From an optimization exercise on the open Yosys and OpenROAD flow, aimed at small area, a short achievable clock period and few clock cycles per item; shortcuts taken in it are not production practice. The RTL was checked by simulation tests, not by an equivalence proof against the original design.

==> inputs of job 6561 <==
==> flow/design.v <==
module pxc_morph #(
    parameter integer MAX_W = 64
) (
    input  wire       clk,
    input  wire       rst,           
    input  wire       cfg_valid,
    output wire       cfg_ready,
    input  wire       cfg_op,        
    input  wire [7:0] cfg_tgt,       
    input  wire [7:0] cfg_def,       
    input  wire [6:0] cfg_width,     
    input  wire [7:0] cfg_height,    
    input  wire       in_valid,
    output wire       in_ready,
    input  wire [7:0] in_mask,
    output reg        out_valid,
    input  wire       out_ready,
    output reg  [7:0] out_mask
);
    localparam [7:0] SENTINEL = 8'hFF;
    reg       active;
    reg       cfg_rdy;
    reg       op;
    reg [7:0] tgt;
    reg [7:0] repl;      
    reg [5:0] width;     
    reg       rdy;
    reg       pv;
    reg [7:0] pm;
    reg [5:0] x;
    reg [7:0] hrem;      
    reg       y0, y1;    
    wire [5:0] xp1   = x + 6'd1;
    wire       xlast = (xp1 == width);
    reg        ylast_r;
    wire       ylast = ylast_r;
    reg [5:0] ra;
    reg       flushing;
    reg       fl_last;   
    reg [5:0] fw;        
    reg       go;        
    reg       step_ok;   
    reg       sv;
    reg [7:0] sm;
    reg [7:0] lbm [0:MAX_W-1];
    reg       lba [0:MAX_W-1];
    reg [7:0] pf_m;
    reg       pf_a;
    reg       cv, late0;
    reg [7:0] cval;
    reg       a1, a2;
    wire c_new = (pm   == tgt) || (!op && (pm   == SENTINEL));
    wire c_up  = (pf_m == tgt) || (!op && (pf_m == SENTINEL));
    wire v3    = op ? (pf_a | c_new) : (pf_a & c_new);
    wire agg   = op ? (a2 | a1 | v3) : (a2 & a1 & v3);
    wire interior = !flushing && (x != 6'd0) && !xlast && !y0 && !y1;
    wire [7:0] nv = ((pf_m == SENTINEL) || (interior && !op)) ? repl : pf_m;
    wire       nl = interior && (op || (pf_m == tgt));
    wire [7:0] wm = (ylast && (pm == SENTINEL)) ? repl : pm;
    wire       wa = op ? (c_up | c_new) : (c_up & c_new);
    wire load_norm = go && !y0;
    wire flush_op  = flushing && step_ok;
    wire idle_emit = !flushing && !load_norm && cv && !late0 && step_ok;
    wire emit      = ((load_norm || flush_op) && cv) || idle_emit;
    wire [7:0] res = (late0 && agg) ? tgt : cval;
    reg  ov_n, sv_n;
    always @(*) begin
        ov_n = out_valid && !out_ready;
        sv_n = sv;
        if (!ov_n) begin
            ov_n = sv || emit;
            sv_n = sv && emit;
        end else if (emit) begin
            sv_n = 1'b1;
        end
    end
    wire step_ok_n = !(ov_n && sv_n);
    wire row_end    = go && xlast;
    wire last_px    = row_end && ylast;
    wire flushing_n = last_px || (flushing && !(flush_op && fl_last));
    wire [5:0] fw_n = last_px ? width : fw;
    wire active_n   = active ? !last_px : (cfg_valid && cfg_rdy);
    wire [5:0] x_n  = !active ? 6'd0 : go ? (xlast ? 6'd0 : xp1) : x;
    wire y0_n       = !active ? 1'b1 : row_end ? 1'b0 : y0;
    wire y1_n       = !active ? 1'b0 : row_end ? y0 : y1;
    wire [7:0] hrem_n = !active ? cfg_height : row_end ? hrem - 8'd1 : hrem;
    wire hlast_n    = (hrem_n == 8'd1);
    wire pv_n       = (pv && !go) || (in_valid && rdy);
    wire rop_f   = flushing_n && step_ok_n;
    wire [6:0] ra_u = rop_f ? {1'b0, ra} + 7'd1 : {1'b0, ra};
    wire allow_n = y0_n ? (!flushing_n || (!hlast_n && ({1'b0, x_n} < ra_u)))
                        : (!flushing_n && step_ok_n);
    wire go_n    = pv_n && allow_n;
    wire rop_n       = (go_n && !y0_n) || rop_f;
    wire [5:0] rap1  = ra + 6'd1;
    wire [5:0] ra_n;
    assign ra_n = !rop_n ? ra : (rap1 == (flushing_n ? fw_n : width)) ? 6'd0 : rap1;
    always @(posedge clk) begin
        if (rst) begin
            active    <= 1'b0;
            cfg_rdy   <= 1'b0;
            rdy       <= 1'b0;
            pv        <= 1'b0;
            go        <= 1'b0;
            flushing  <= 1'b0;
            ra        <= 6'd0;
            cv        <= 1'b0;
            out_valid <= 1'b0;
            sv        <= 1'b0;
            step_ok   <= 1'b1;
        end else begin
            active    <= active_n;
            cfg_rdy   <= !active_n;
            pv        <= pv_n;
            rdy       <= !pv_n || allow_n;
            go        <= go_n;
            flushing  <= flushing_n;
            ra        <= ra_n;
            out_valid <= ov_n;
            sv        <= sv_n;
            step_ok   <= step_ok_n;
            if (load_norm || flush_op)
                cv <= 1'b1;
            else if (idle_emit)
                cv <= 1'b0;
        end
    end
    always @(posedge clk) begin
        if (cfg_rdy) begin
            op    <= cfg_op;
            tgt   <= cfg_tgt;
            repl  <= cfg_op ? cfg_tgt : cfg_def;
            width <= cfg_width[5:0];
        end
        if (rdy)
            pm <= in_mask;
        x       <= x_n;
        y0      <= y0_n;
        y1      <= y1_n;
        hrem    <= hrem_n;
        fw      <= fw_n;
        fl_last <= (rap1 == fw_n);
        ylast_r <= hlast_n;
        if (!out_valid || out_ready)
            out_mask <= sv ? sm : res;
        if (emit && (sv || (out_valid && !out_ready)))
            sm <= res;
        if (load_norm || flush_op) begin
            cval  <= nv;
            late0 <= nl;
        end
        if (go) begin
            a1 <= v3;
            a2 <= a1;
            lbm[x] <= wm;
            lba[x] <= wa;
        end
        if (go && (x == ra)) begin
            pf_m <= wm;
            pf_a <= wa;
        end else begin
            pf_m <= lbm[ra];
            pf_a <= lba[ra];
        end
    end
    assign cfg_ready = cfg_rdy;
    assign in_ready  = rdy;
endmodule
==> flow/run.sh <==
#!/bin/bash
# synth_recipe.tcl (not shown) runs the flow's synth.tcl, then flattens the netlist and writes it again
# the make line also repeats each setting of config.mk as NAME=value (left out here)
make -C /OpenROAD-flow-scripts/flow DESIGN_CONFIG=/design/flow/config.mk WORK_HOME=/design/flow/orfs CLKGATE_MAP_FILE= SYNTH_SCRIPT=/design/flow/synth_recipe.tcl finish
==> flow/config.mk <==
export PLATFORM = sky130hd
export DESIGN_NAME = pxc_morph
export DESIGN_NICKNAME = pxc_morph
export VERILOG_FILES = /design/flow/design.v
export SDC_FILE = /design/flow/constraint.sdc
export NUM_CORES = 4
export LEC_CHECK = 0
export CAP_MARGIN = 20
export CORE_MARGIN = 2
export CORE_UTILIZATION = 40
export SLEW_MARGIN = 20
==> flow/constraint.sdc <==
create_clock -name core_clock -period 12.0 [get_ports {clk}]
set_input_delay 2.4000 -clock core_clock [delete_from_list [all_inputs] [get_ports {clk}]]
set_output_delay 2.4000 -clock core_clock [all_outputs]
set_load 0.01 [all_outputs]
==> inputs of job 5371, as changes to job 6561 <==
==> flow/design.v, changed modules only <==
module pxc_morph #(
    parameter integer MAX_W = 64
) (
    input  wire       clk,
    input  wire       rst,           
    input  wire       cfg_valid,
    output wire       cfg_ready,
    input  wire       cfg_op,        
    input  wire [7:0] cfg_tgt,       
    input  wire [7:0] cfg_def,       
    input  wire [6:0] cfg_width,     
    input  wire [7:0] cfg_height,    
    input  wire       in_valid,
    output wire       in_ready,
    input  wire [7:0] in_mask,
    output reg        out_valid,
    input  wire       out_ready,
    output reg  [7:0] out_mask
);
    localparam [7:0] SENTINEL = 8'hFF;
    reg       active;
    reg       cfg_rdy;
    reg       op;
    reg [7:0] tgt;
    reg [7:0] repl;      
    reg [5:0] width;     
    reg       rdy;
    reg       pv;
    reg [7:0] pm;
    reg [5:0] x;
    reg [7:0] hrem;      
    reg       y0, y1;    
    wire [5:0] xp1   = x + 6'd1;
    wire       xlast = (xp1 == width);
    reg        ylast_r;
    wire       ylast = ylast_r;
    reg [5:0] ra;
    reg       flushing;
    reg       fl_last;   
    reg [5:0] fw;        
    reg       go;        
    reg       step_ok;   
    reg       v1, v2;    
    reg [7:0] e1, e2;
    reg [7:0] pf_m;
    reg       pf_a;
    reg       cv, late0;
    reg [7:0] cval;
    reg       a1, a2;
    wire c_new = (pm   == tgt) || (!op && (pm   == SENTINEL));
    wire c_up  = (pf_m == tgt) || (!op && (pf_m == SENTINEL));
    wire v3    = op ? (pf_a | c_new) : (pf_a & c_new);
    wire agg   = op ? (a2 | a1 | v3) : (a2 & a1 & v3);
    wire interior = !flushing && (x != 6'd0) && !xlast && !y0 && !y1;
    wire [7:0] nv = ((pf_m == SENTINEL) || (interior && !op)) ? repl : pf_m;
    wire       nl = interior && (op || (pf_m == tgt));
    wire [7:0] wm = (ylast && (pm == SENTINEL)) ? repl : pm;
    wire       wa = op ? (c_up | c_new) : (c_up & c_new);
    wire load_norm = go && !y0;
    wire flush_op  = flushing && step_ok;
    wire idle_emit = !flushing && !load_norm && cv && !late0 && step_ok;
    wire emit      = ((load_norm || flush_op) && cv) || idle_emit;
    wire [7:0] res = (late0 && agg) ? tgt : cval;
    wire take      = out_valid && out_ready;
    wire step_ok_n = !v2 && !(v1 && emit);
    wire row_end    = go && xlast;
    wire last_px    = row_end && ylast;
    wire flushing_n = last_px || (flushing && !(flush_op && fl_last));
    wire [5:0] fw_n = last_px ? width : fw;
    wire active_n   = active ? !last_px : (cfg_valid && cfg_rdy);
    wire [5:0] x_n  = !active ? 6'd0 : go ? (xlast ? 6'd0 : xp1) : x;
    wire y0_n       = !active ? 1'b1 : row_end ? 1'b0 : y0;
    wire y1_n       = !active ? 1'b0 : row_end ? y0 : y1;
    wire [7:0] hrem_n = !active ? cfg_height : row_end ? hrem - 8'd1 : hrem;
    wire hlast_n    = (hrem_n == 8'd1);
    wire hlast_a    = row_end ? (hrem == 8'd2) : ylast_r;
    wire pv_n       = (pv && !go) || (in_valid && rdy);
    wire rop_f   = flushing_n && step_ok_n;
    wire [6:0] ra_u = rop_f ? {1'b0, ra} + 7'd1 : {1'b0, ra};
    wire allow_n = y0_n ? (!flushing_n || (!hlast_a && ({1'b0, x_n} < ra_u)))
                        : (!flushing_n && step_ok_n);
    wire go_n    = pv_n && allow_n;
    wire rop_n       = (go_n && !y0_n) || rop_f;
    wire [5:0] rap1  = ra + 6'd1;
    wire [5:0] ra_n;
    assign ra_n = !rop_n ? ra : (rap1 == (flushing_n ? fw_n : width)) ? 6'd0 : rap1;
    always @(posedge clk) begin
        if (rst) begin
            active    <= 1'b0;
            cfg_rdy   <= 1'b0;
            rdy       <= 1'b0;
            pv        <= 1'b0;
            go        <= 1'b0;
            flushing  <= 1'b0;
            ra        <= 6'd0;
            cv        <= 1'b0;
            out_valid <= 1'b0;
            v1        <= 1'b0;
            v2        <= 1'b0;
            step_ok   <= 1'b1;
        end else begin
            active    <= active_n;
            cfg_rdy   <= !active_n;
            pv        <= pv_n;
            rdy       <= !pv_n || allow_n;
            go        <= go_n;
            flushing  <= flushing_n;
            ra        <= ra_n;
            if (take) begin
                out_valid <= v1 || emit;
                v1        <= v2 || (v1 && emit);
                v2        <= v2 && emit;
            end else if (!out_valid) begin
                out_valid <= emit;
            end else if (!v1) begin
                v1        <= emit;
            end else begin
                v2        <= v2 || emit;
            end
            step_ok   <= step_ok_n;
            if (load_norm || flush_op)
                cv <= 1'b1;
            else if (idle_emit)
                cv <= 1'b0;
        end
    end
    always @(posedge clk) begin
        if (cfg_rdy) begin
            op    <= cfg_op;
            tgt   <= cfg_tgt;
            repl  <= cfg_op ? cfg_tgt : cfg_def;
            width <= cfg_width[5:0];
        end
        if (rdy)
            pm <= in_mask;
        x       <= x_n;
        y0      <= y0_n;
        y1      <= y1_n;
        hrem    <= hrem_n;
        fw      <= fw_n;
        fl_last <= (rap1 == fw_n);
        ylast_r <= hlast_n;
        if (take || !out_valid)
            out_mask <= v1 ? e1 : res;
        if (take)
            e1 <= v2 ? e2 : res;
        else if (!v1)
            e1 <= res;
        if (take || !v2)
            e2 <= res;
        if (load_norm || flush_op) begin
            cval  <= nv;
            late0 <= nl;
        end
        if (go) begin
            a1 <= v3;
            a2 <= a1;
        end
        if (go && (x == ra)) begin
            pf_m <= wm;
            pf_a <= wa;
        end else begin
            {pf_a, pf_m} <= rd;
        end
    end
    wire [9*MAX_W-1:0] lb;
    genvar i;
    generate
        for (i = 0; i < MAX_W; i = i + 1) begin : col
            reg [8:0] e;
            always @(posedge clk)
                if (go && (x == i))
                    e <= {wa, wm};
            assign lb[9*i +: 9] = e;
        end
    endgenerate
    wire [9*16-1:0] rd1;
    wire [9*4-1:0]  rd2;
    wire [8:0]      rd;
    generate
        for (i = 0; i < 16; i = i + 1) begin : rm1
            assign rd1[9*i +: 9] = lb[9*(4*i + ra[1:0]) +: 9];
        end
        for (i = 0; i < 4; i = i + 1) begin : rm2
            assign rd2[9*i +: 9] = rd1[9*(4*i + ra[3:2]) +: 9];
        end
    endgenerate
    assign rd = rd2[9*ra[5:4] +: 9];
    assign cfg_ready = cfg_rdy;
    assign in_ready  = rdy;
endmodule
==> inputs of job 2925, as changes to job 6561 <==
==> flow/design.v, changed modules only <==
module pxc_morph #(
    parameter integer MAX_W = 64
) (
    input  wire       clk,
    input  wire       rst,           
    input  wire       cfg_valid,
    output wire       cfg_ready,
    input  wire       cfg_op,        
    input  wire [7:0] cfg_tgt,       
    input  wire [7:0] cfg_def,       
    input  wire [6:0] cfg_width,     
    input  wire [7:0] cfg_height,    
    input  wire       in_valid,
    output wire       in_ready,
    input  wire [7:0] in_mask,
    output reg        out_valid,
    input  wire       out_ready,
    output reg  [7:0] out_mask
);
    localparam [7:0] SENTINEL = 8'hFF;
    reg       active;
    reg       cfg_rdy;
    reg       op;
    reg [7:0] tgt;
    reg [7:0] repl;      
    reg [5:0] width;     
    reg       rdy;
    reg       pv, qv;
    reg [7:0] pin, pm;
    wire      adv  = pv && (!qv || go);      
    wire      free = !pv || adv;             
    reg [5:0] x;
    reg       x0, xlast;             
    reg [7:0] hrem;                  
    reg       y0, y1, ylast;         
    reg [5:0] ra;
    reg [7:0] rlo, rhi;
    reg       flushing;
    reg       fl_last;   
    reg [5:0] fw;        
    reg       go;        
    reg       step_ok;   
    reg       v1, v2;    
    reg [7:0] e1, e2;
    reg [7:0] pf_m;
    reg       pf_a;
    reg       cv, late0;
    reg [7:0] cval;
    reg       a1, a2;
    wire c_new = (pm   == tgt) || (!op && (pm   == SENTINEL));
    wire c_up  = (pf_m == tgt) || (!op && (pf_m == SENTINEL));
    wire v3    = op ? (pf_a | c_new) : (pf_a & c_new);
    wire agg   = op ? (a2 | a1 | v3) : (a2 & a1 & v3);
    wire interior = !flushing && !x0 && !xlast && !y0 && !y1;
    wire [7:0] nv = ((pf_m == SENTINEL) || (interior && !op)) ? repl : pf_m;
    wire       nl = interior && (op || (pf_m == tgt));
    wire [7:0] wm = (ylast && (pm == SENTINEL)) ? repl : pm;
    wire       wa = op ? (c_up | c_new) : (c_up & c_new);
    wire load_norm = go && !y0;
    wire flush_op  = flushing && step_ok;
    wire idle_emit = !flushing && !load_norm && cv && !late0 && step_ok;
    wire emit      = ((load_norm || flush_op) && cv) || idle_emit;
    wire [7:0] res = (late0 && agg) ? tgt : cval;
    wire take      = out_valid && out_ready;
    wire step_ok_n = !v2 && !(v1 && emit);
    wire row_end    = go && xlast;
    wire last_px    = row_end && ylast;
    wire flushing_n = last_px || (flushing && !(flush_op && fl_last));
    wire [5:0] fw_n = last_px ? width : fw;
    wire active_n   = active ? !last_px : (cfg_valid && cfg_rdy);
    wire [5:0] xp1  = x + 6'd1;
    wire [5:0] x_n  = !active ? 6'd0 : go ? (xlast ? 6'd0 : xp1) : x;
    wire x0_n       = !active ? 1'b1 : go ? xlast : x0;
    wire xlast_n    = !active ? (cfg_width == 7'd1)
                    : go ? (xlast ? (width == 6'd1) : (x + 6'd2 == width)) : xlast;
    wire y0_n       = !active ? 1'b1 : row_end ? 1'b0 : y0;
    wire y1_n       = !active ? 1'b0 : row_end ? y0 : y1;
    wire [7:0] hrem_n = !active ? cfg_height : row_end ? hrem - 8'd1 : hrem;
    wire ylast_n    = !active ? (cfg_height == 8'd1) : row_end ? (hrem == 8'd2) : ylast;
    wire qv_n       = (qv && !go) || pv;
    wire pv_n       = (pv && !adv) || (in_valid && free);
    wire lt_x  = (x < ra);
    wire lt_x1 = (xp1 < ra) && !(&x);
    wire nz_ra = (ra != 6'd0);
    wire x_lt  = go ? (xlast ? nz_ra : lt_x1) : lt_x;
    wire hl_a  = row_end ? (hrem == 8'd2) : ylast;
    wire allow_n = y0_n ? (!flushing_n || (!hl_a && x_lt))
                        : (!flushing_n && step_ok_n);
    wire go_n    = qv_n && allow_n;
    wire rop_n  = (go_n && !y0_n) || (flushing_n && step_ok_n);
    wire [5:0] rap1 = ra + 6'd1;
    wire wrapf  = (rap1 == fw);
    wire wrapw  = (rap1 == width);
    wire wrap   = (flushing_n && !last_px) ? wrapf : wrapw;
    wire [5:0] ra_n  = !rop_n ? ra : wrap ? 6'd0 : rap1;
    wire [7:0] rlo_n = !rop_n ? rlo : wrap ? 8'd1 : {rlo[6:0], rlo[7]};
    wire [7:0] rhi_n = !rop_n ? rhi : wrap ? 8'd1 : rlo[7] ? {rhi[6:0], rhi[7]} : rhi;
    always @(posedge clk) begin
        if (rst) begin
            active    <= 1'b0;
            cfg_rdy   <= 1'b0;
            rdy       <= 1'b0;
            pv        <= 1'b0;
            qv        <= 1'b0;
            go        <= 1'b0;
            flushing  <= 1'b0;
            ra        <= 6'd0;
            rlo       <= 8'd1;
            rhi       <= 8'd1;
            cv        <= 1'b0;
            out_valid <= 1'b0;
            v1        <= 1'b0;
            v2        <= 1'b0;
            step_ok   <= 1'b1;
        end else begin
            active    <= active_n;
            cfg_rdy   <= !active_n;
            pv        <= pv_n;
            qv        <= qv_n;
            rdy       <= !pv_n || !qv_n || go_n;
            go        <= go_n;
            flushing  <= flushing_n;
            ra        <= ra_n;
            rlo       <= rlo_n;
            rhi       <= rhi_n;
            if (take) begin
                out_valid <= v1 || emit;
                v1        <= v2 || (v1 && emit);
                v2        <= v2 && emit;
            end else if (!out_valid) begin
                out_valid <= emit;
            end else if (!v1) begin
                v1        <= emit;
            end else begin
                v2        <= v2 || emit;
            end
            step_ok   <= step_ok_n;
            if (load_norm || flush_op)
                cv <= 1'b1;
            else if (idle_emit)
                cv <= 1'b0;
        end
    end
    always @(posedge clk) begin
        if (!active) begin
            op    <= cfg_op;
            tgt   <= cfg_tgt;
            repl  <= cfg_op ? cfg_tgt : cfg_def;
            width <= cfg_width[5:0];
        end
        if (free)
            pin <= in_mask;
        if (adv)
            pm <= pin;
        x       <= x_n;
        x0      <= x0_n;
        xlast   <= xlast_n;
        y0      <= y0_n;
        y1      <= y1_n;
        hrem    <= hrem_n;
        ylast   <= ylast_n;
        fw      <= fw_n;
        fl_last <= (rap1 == fw_n);
        if (take || !out_valid)
            out_mask <= v1 ? e1 : res;
        if (take)
            e1 <= v2 ? e2 : res;
        else if (!v1)
            e1 <= res;
        if (take || !v2)
            e2 <= res;
        if (load_norm || flush_op) begin
            cval  <= nv;
            late0 <= nl;
        end
        if (go) begin
            a1 <= v3;
            a2 <= a1;
        end
        if (go && (x == ra))
            {pf_a, pf_m} <= {wa, wm};
        else
            {pf_a, pf_m} <= rd;
    end
    wire [9*MAX_W-1:0] lb;
    genvar i;
    generate
        for (i = 0; i < MAX_W; i = i + 1) begin : col
            reg [8:0] e;
            always @(posedge clk)
                if (go && (x == i))
                    e <= {wa, wm};
            assign lb[9*i +: 9] = e;
        end
    endgenerate
    wire [9*MAX_W-1:0] rterm;
    generate
        for (i = 0; i < MAX_W; i = i + 1) begin : rm
            assign rterm[9*i +: 9] = lb[9*i +: 9] & {9{rhi[i / 8] && rlo[i % 8]}};
        end
    endgenerate
    reg [8:0] rd;
    integer k;
    always @(*) begin
        rd = 9'd0;
        for (k = 0; k < MAX_W; k = k + 1)
            rd = rd | rterm[9*k +: 9];
    end
    assign cfg_ready = cfg_rdy;
    assign in_ready  = rdy;
endmodule
==> flow/flow/run.sh (new file) <==
#!/bin/bash
# Own layout flow: the standard flow (standard synthesis, same SDC and
# clock period), with two changes to how the layout is made:
#  - the port buffers are buf_4 cells instead of the delay buffers that
#    buffer_ports picks by default;
#  - repair_timing (floorplan, CTS and global-route stages) aims for a setup
#    slack of SETUP_SLACK_MARGIN ns, so that it shortens the paths that set
#    the period the design reaches.
# Each step's output goes to its own log in this folder; ORFS's own per-step
# logs are under orfs/logs.
set -euo pipefail
MARGIN=${MARGIN:-8.6}
KNOBS=(
  "BUFFER_PORTS_ARGS=-buffer_cell sky130_fd_sc_hd__buf_4"
  "SETUP_SLACK_MARGIN=$MARGIN"
)
for step in synth floorplan place cts route finish; do
  bash standard.sh "${KNOBS[@]}" "$step" > "flow_${step}.log" 2>&1
done
==> flow/standard.sh (new file) <==
#!/bin/bash
# synth_recipe.tcl (not shown) runs the flow's synth.tcl, then flattens the netlist and writes it again
# the make line also repeats each setting of config.mk as NAME=value (left out here)
make -C /OpenROAD-flow-scripts/flow DESIGN_CONFIG=/design/flow/config.mk WORK_HOME=/design/flow/orfs CLKGATE_MAP_FILE= SYNTH_SCRIPT=/design/flow/synth_recipe.tcl "${@:-finish}"
removed: flow/run.sh
==> flow_summary.json <==
{
  "largest_reg_flops": 576,
  "report.power.total_mw": 4.944,
  "cts_sinks": 692,
  "outcome": "timing/DRC/antenna clean",
  "rsz0062_at_grt": "false",
  "met3_usage_pct": 2.694,
  "topRoutingLayerUsed": "met4",
  "fin_crit_ns": 4.403,
  "cts_resized": 0,
  "crit_family": "compound AO/OA/AOI/OAI gates",
  "grt_max_degree": 99,
  "fin_crit_sh_pct": 36.69
}
the above is filed under job 5371

==> flow_summary.json <==
{
  "p_sw_mw": 1.103,
  "grt_max_degree": 66,
  "cts_sinks": 719,
  "topRoutingLayerUsed": "met5",
  "met3_usage_pct": 6.863,
  "fin_crit_ns": 3.558,
  "fin_crit_sh_pct": 29.65,
  "cts_resized": 7,
  "outcome": "timing/DRC/antenna clean",
  "report.power.total_mw": 5.271,
  "rsz0062_at_grt": "true"
}
the above is filed under job 2925

==> flow_summary.json <==
{
  "outcome": "timing/DRC/antenna clean",
  "crit_family": "compound AO/OA/AOI/OAI gates",
  "grt_max_degree": 123,
  "cts_resized": 0,
  "reg_top3": "lbm x512, lba x64",
  "report.power.total_mw": 4.986,
  "cts_sinks": 680,
  "met3_usage_pct": 3.008,
  "topRoutingLayerUsed": "met4",
  "syn_area_per_cell_um2": 18.27,
  "fin_crit_ns": 5.222,
  "place_ws_ns": 6.258,
  "largest_reg_flops": 512
}
the above is filed under job 6561

Testbench counts of job 6561, summed over its fixed seeds: cycles 63,623, items 62,259.
Testbench counts of job 5371, summed over its fixed seeds: cycles 63,623, items 62,259.
Testbench counts of job 2925, summed over its fixed seeds: cycles 63,679, items 62,259.

[re-timing with driven ports]
The flow's constraints put no driver on any port. The routed layouts listed below were extracted and timed again, unchanged, in two steps.
Step 1 assumes that a clkbuf_16 drives the clock port and a buf_2 every other input.
Step 2, shift: input delay + t, output delay - t, t = (earliest + latest rising clock arrival at the registers) / 2. This alone moves slack from input paths to output paths.
Slacks: ideal ports / drivers / drivers and shift; pairs: ideal ports / drivers.
| run | t, ns | setup slack, ns | latest minus earliest clock arrival (ns) |
|---|---|---|---|
| job 6561 | 0.657 | 6.778 / 6.816 / 6.159 | 0.025 / 0.025 |
| job 5371 | 0.659 | 7.597 / 7.597 / 7.597 | 0.032 / 0.032 |
| job 2925 | 0.692 | 8.442 / 8.377 / 8.381 | 0.046 / 0.045 |
After both steps setup and hold are still met in every run listed. For job 6561, which loses most, drivers alone change the setup slack by +0.038 ns; drivers and shift together by -0.619 ns.
